Source: an optimization exercise on an open RTL-to-GDS flow (aim: small area). Production flows keep margins and buffers that such runs may drop. At most, simulation tests tie the RTL to the original design; equivalence was not proved. No activity file was given, so power comes from the tool's default toggle rates.

==> flow/design.v (excerpt) <==
module cabe_encoder (
    input  wire        clk,
    input  wire        rst,         
    input  wire        start,
    input  wire [9:0]  cfg_w,       
    input  wire [15:0] cfg_h,       
    input  wire [31:0] cfg_cap,     
    input  wire        pix_valid,
    input  wire        pix_data,
    output wire        pix_ready,
    output wire        ob_we,
    output wire [31:0] ob_addr,
    output wire        ob_wdata,
    input  wire        ob_rdata,    
    output wire        done,
    output wire [31:0] keys,
    output wire [31:0] bitlen,
    output wire        trunc
);
Settings: LEC_CHECK=0, ABC_AREA=1, CAP_MARGIN=20, CORE_MARGIN=2, CORE_UTILIZATION=70, CTS_CLUSTER_DIAMETER=100, CTS_CLUSTER_SIZE=28, SLEW_MARGIN=20; clock period 12.0 ns.
standard.sh (not shown) runs the stock make flow with config.mk's settings and CLKGATE_MAP_FILE= SYNTH_SCRIPT=/design/flow/synth_recipe.tcl, a recipe that flattens the netlist after the stock synthesis.
==> flow/flow/run.sh <==
#!/bin/bash
# The standard layout (standard.sh: ORFS synthesis through finish), with one
# change: the buffers that global placement puts on every input and output port
# are the smallest buffer cell instead of the flow's default choice.
set -euo pipefail
export BUFFER_PORTS_ARGS="-buffer_cell sky130_fd_sc_hd__buf_1"
bash standard.sh > make_finish.log 2>&1
==> next run, changes <==
--- a/flow/design.v
+++ b/flow/design.v
@@ -12,23 +12,23 @@
     output wire [31:0] ob_addr,
     output wire        ob_wdata,
     input  wire        ob_rdata,    
     output wire        done,
     output wire [31:0] keys,
     output wire [31:0] bitlen,
     output wire        trunc
 );
     localparam DW = 3;               
     localparam RL = 27 / DW;         
     localparam [4:0] VS1 = (RL == 27) ? 5'd19 : 5'd25;
-    localparam [4:0] VS2 = 5'd25;
+    localparam [4:0] VS2 = 5'd5;
     localparam S_IDLE  = 4'd0;
     localparam S_P1    = 4'd1;
     localparam S_KG    = 4'd2;
     localparam S_DONE  = 4'd3;
     localparam S_P2    = 4'd8;
     localparam S_EMIT  = 4'd9;
     localparam S_EMIT1 = 4'd10;     
     localparam S_FLUSH = 4'd11;
     localparam S_MISS  = 4'd12;     
     localparam S_CB0   = 4'd13;     
     localparam S_CB    = 4'd14;     
@@ -170,35 +170,34 @@
     wire       nz = y[5];
     wire       hi_f = hi || (|a_dig);
     wire       nz_f = nz || (|d_dig);
     wire       kcol = !d_dig[DW-1] && nz_f;
     wire [3:0] tq1  = tq + 4'd1;
     wire [2:0] ksh  = (hi_f || tq == 4'd15) ? 3'd7 :
                       (tq == 4'd0)          ? 3'd1 : tq1[3:1];
     wire [3:0] kt_nib   = keys_r[31:28];
     wire [2:0] kt_shift = kt_nib[3:1];
     wire       hit      = (acc_col == kt_nib[0]);
     reg        scy, sbw;
-    reg  [2:0] ms;                   
-    wire [3:0] ts       = {cnt[1:0], 1'b0} + {1'b0, ms};
+    wire [3:0] ts       = {cnt[1:0], 1'b0} + {1'b0, kt_shift};
     wire [8:0] a_ext    = {1'b0, a_r};
-    wire [1:0] rb2      = {!ts[3] && ts != 4'd7 && a_ext[ms + 4'd1], !ts[3] && a_r[ms]};
+    wire [1:0] rb2      = {!ts[3] && ts != 4'd7 && a_ext[kt_shift + 4'd1], !ts[3] && a_r[kt_shift]};
     wire [2:0] csum     = {1'b0, c_r[1:0]} + {1'b0, rb2} + {2'b00, scy};
     wire [2:0] adif     = {1'b0, a_r[1:0]} - {1'b0, rb2} - {2'b00, sbw};
     wire       c_co     = csum[2];
     wire       a_bo     = adif[2];
     wire       mlast    = in_miss && (cnt[1:0] == 2'd3);
     wire        room    = cap_big || (bitlen_r != cap_r);    
     wire        pz      = (bitlen_r == 29'd0);
     assign      take2   = in_p2 && pend && (ft == acc_key);
-    wire        krot    = pass2 && !((state == S_FLUSH) && ft == 3'd0);
+    wire        krot    = pass2 && !in_miss && !(take2 && !hit) && !((state == S_FLUSH) && ft == 3'd0);
     wire        cstart  = mlast && c_co && !pz;
     wire        back    = (in_cb0 || in_cb) && ob_rdata && !pz;
     wire        cwr     = (in_cb0 && !back) || in_cb || (in_cf && ob_rdata);
     wire        bl_dec  = cstart || back;
     wire        bl_inc  = (wrbit && room) || (carry_s && !back);
     wire [28:0] bl_tog;
     assign bl_tog[0] = bl_dec || bl_inc;
     genvar bi;
     generate
         for (bi = 1; bi < 29; bi = bi + 1) begin : BLT
             assign bl_tog[bi] = bl_tog[bi-1] && (bitlen_r[bi-1] ^ bl_dec);
@@ -312,23 +311,22 @@
                         end
                     end
                 end
                 S_P2: begin
                     if (take2) begin
                         if (hit) begin
                             a_r   <= a_r & (8'hFF << kt_shift);
                             cnt   <= kt_shift;
                             state <= S_EMIT;
                         end else begin
                             cnt   <= 3'd0;
-                            ms    <= kt_shift;
                             state <= S_MISS;
                         end
                     end else if (!pend && lastacc) begin
                         cnt   <= 3'd0;           
                         state <= S_FLUSH;
                     end
                 end
                 S_MISS: begin
                     if (cnt[1:0] == 2'd3) begin
                         if (c_co && !pz)
                             state <= S_CB0;
Result: The changed run completed with no timing, DRC or antenna violations. Global-route usage shrinks by 0.91 points. Wire length shrinks by 2.4%. Final cell count grows by 0.60%. Critical path depth does not change. Clock-buffer cell count shrinks by 1. Setup slack is better by 180 ps. Hold slack is worse by 13 ps. Design area is about the same. Synthesized cell count grows by 0.84%. Total power grows by 1.0%. Fmax grows by 3.1%. Combinational power grows by about 5%.

========
Setup of before:
cabe_encoder, a different RTL version from the one above (not shown whole).
Size: roughly 2900 cells after synthesis, ~1300 flip-flops, ~170 I/O pins, ~35000 µm² of cells after synthesis.
export LEC_CHECK = 0
export ABC_AREA = 1
export CAP_MARGIN = 20
export CORE_MARGIN = 2
export CORE_UTILIZATION = 70
export CTS_CLUSTER_DIAMETER = 100
export CTS_CLUSTER_SIZE = 28
export SLEW_MARGIN = 20
create_clock -name core_clock -period 12.0 [get_ports {clk}]
Scripts as last shown in full above: flow/flow/run.sh
Setup changes, before to after
--- a/flow/design.v
+++ b/flow/design.v
@@ -38,29 +38,28 @@
     wire pass2  = (state == S_P2) || (state == S_EMIT) || (state == S_FLUSH) ||
                   (state == S_CB0) || (state == S_CB) || (state == S_CF);
     wire wrbit  = (state == S_EMIT) || (state == S_FLUSH);
     wire in_cb0 = (state == S_CB0);
     wire in_cb  = (state == S_CB);
     wire in_cf  = (state == S_CF);
     wire carry_s = in_cb0 || in_cb || in_cf;
-    localparam APW = (RL > 16) ? 5 : 4;
+    localparam APW = $clog2(RL);
     reg  [APW-1:0] ap;               
     wire ap_end = (ap == RL - 1);
     wire ap0    = (ap == 0);
     always @(posedge clk)
         if (rst || ap_end) ap <= 0;
         else               ap <= ap + 1'b1;
     reg  [4:0] vp;                   
     always @(posedge clk)
         if (rst) vp <= 5'd0;
         else     vp <= vp + (pass2 ? VS2 : VS1);
     reg [9:0]  w_r;
     reg [15:0] h_r;
     reg [28:0] cap_r;                
-    reg        cap_big;              
     reg [9:0]  x;
     reg [15:0] y;
     reg        lastcol;              
     reg        lastup;               
     reg [2:0]  acc_key;              
     reg        acc_col;
     reg        pend;
@@ -178,15 +177,15 @@
     reg        trunc_r;
     wire [3:0] kt_nib   = keys_r[31:28];
     wire [2:0] kt_shift = kt_nib[3:1];
     wire       hit      = (acc_col == kt_nib[0]);
     wire [7:0] reduced  = a_r >> kt_shift;
     wire [8:0] miss_sum = {1'b0, c_r} + {1'b0, reduced};
     wire [7:0] miss_a   = a_r - reduced;
-    wire        room    = cap_big || (bitlen_r != cap_r);    
+    wire        room    = (bitlen_r != cap_r);    
     wire        pz      = (bitlen_r == 29'd0);
     assign      take2   = in_p2 && pend && (ft == acc_key);
     wire        krot    = pass2 && !((state == S_FLUSH) && ft == 3'd0);
     wire        cstart  = take2 && !hit && miss_sum[8] && !pz;
     wire        back    = (in_cb0 || in_cb) && ob_rdata && !pz;
     wire        cwr     = (in_cb0 && !back) || in_cb || (in_cf && ob_rdata);
     wire        bl_dec  = cstart || back;
@@ -219,33 +218,33 @@
                 x       <= 10'd0;
                 y       <= last_y ? 16'd0 : y_inc;
                 lastacc <= last_y;
             end else begin
                 x       <= x_inc;
             end
         end
-        if (krot || (in_kg && ap_end))
-            keys_r <= {keys_r[27:0], in_kg ? {ksh, kcol} : keys_r[31:28]};
-        if (krot) ft <= ft + 3'd1;
+        if (krot) begin
+            keys_r <= {keys_r[27:0], keys_r[31:28]};
+            ft     <= ft + 3'd1;
+        end
         if (wrbit) begin
             if (!room) trunc_r <= 1'b1;
             c_r <= {c_r[6:0], 1'b0};
             a_r <= {a_r[6:0], 1'b0};
             cnt <= cnt - 3'd1;
         end
         if (rst) begin
             state <= S_IDLE;
         end else begin
             case (state)
                 S_IDLE, S_DONE: begin
                     if (start) begin
                         w_r      <= cfg_w;
                         h_r      <= cfg_h;
-                        cap_r    <= cfg_cap[28:0];
-                        cap_big  <= |cfg_cap[31:29];
+                        cap_r    <= (|cfg_cap[31:29]) ? {29{1'b1}} : cfg_cap[28:0];
                         x        <= 10'd0;
                         y        <= 16'd0;
                         prev_key <= 3'd0;
                         prev_col <= 1'b0;
                         pend     <= 1'b0;
                         busy     <= 1'b0;
                         first    <= 1'b1;
@@ -267,14 +266,15 @@
                             ft    <= 3'd0;
                             state <= S_KG;
                         end
                     end
                 end
                 S_KG: begin
                     if (ap_end) begin
+                        keys_r <= {keys_r[27:0], ksh, kcol};
                         ft <= ft + 3'd1;
                         if (ft == 3'd7) begin
                             a_r      <= 8'hFF;
                             c_r      <= 8'h00;
                             bitlen_r <= 29'd0;
                             trunc_r  <= 1'b0;
                             lastacc  <= 1'b0;
### Flow results
Summary of after over before: share of the final layout cell area in multi-input gates moved up, number of global-route vias before repair went up by 0.72%, number of instances in the synthesized netlist increased 4.1%, delay contributed by the slowest stage of the critical path fell 0.05 ns.
before and after ended up with roughly the same remaining number of nets flagged by the antenna check after routing.
Diff before -> after: area of the die went up, normalized max-slew margin went down, non-clock buffer count did not really move, final worst-path cycle share went down.
before -> after: non-filler instance count after layout increased by a few percent
Design area essentially unchanged between after and before.
The fraction of power consumed by combinational cells in after was higher than what before gave.
after: met2 track demand over resource in global routing 1.4 points below before
Setup slack: after more than before
The RTL of after was laid out without a check of its function.

## re-timing with driven ports
No port has a modelled driver above. Below, the same layouts with a new extraction and two added sets of constraints. Step 1 assumes that a clkbuf_16 drives the clock port and a buf_2 every other input. Step 2 moves the port delays by t, midway between the first and last clock arrival at a register: inputs arrive t later, outputs are due t later. That takes back most of the time a late clock gives input paths. Three values: ideal, step 1, step 2; two values: the first two.
run	shift t [ns]	setup slack, ns	worst setup path at the end
the first run of note 1	0.685	5.971 / 5.940 / 5.940	input to output
the second run of note 1	0.685	6.150 / 6.123 / 6.123	input to output
before	0.705	6.183 / 6.158 / 6.158	input to output
after	0.704	6.384 / 6.319 / 6.319	input to output
After both steps setup and hold are still met in every run listed. For after, which loses most, drivers alone change the setup slack by -0.065 ns; drivers and shift together by -0.065 ns.
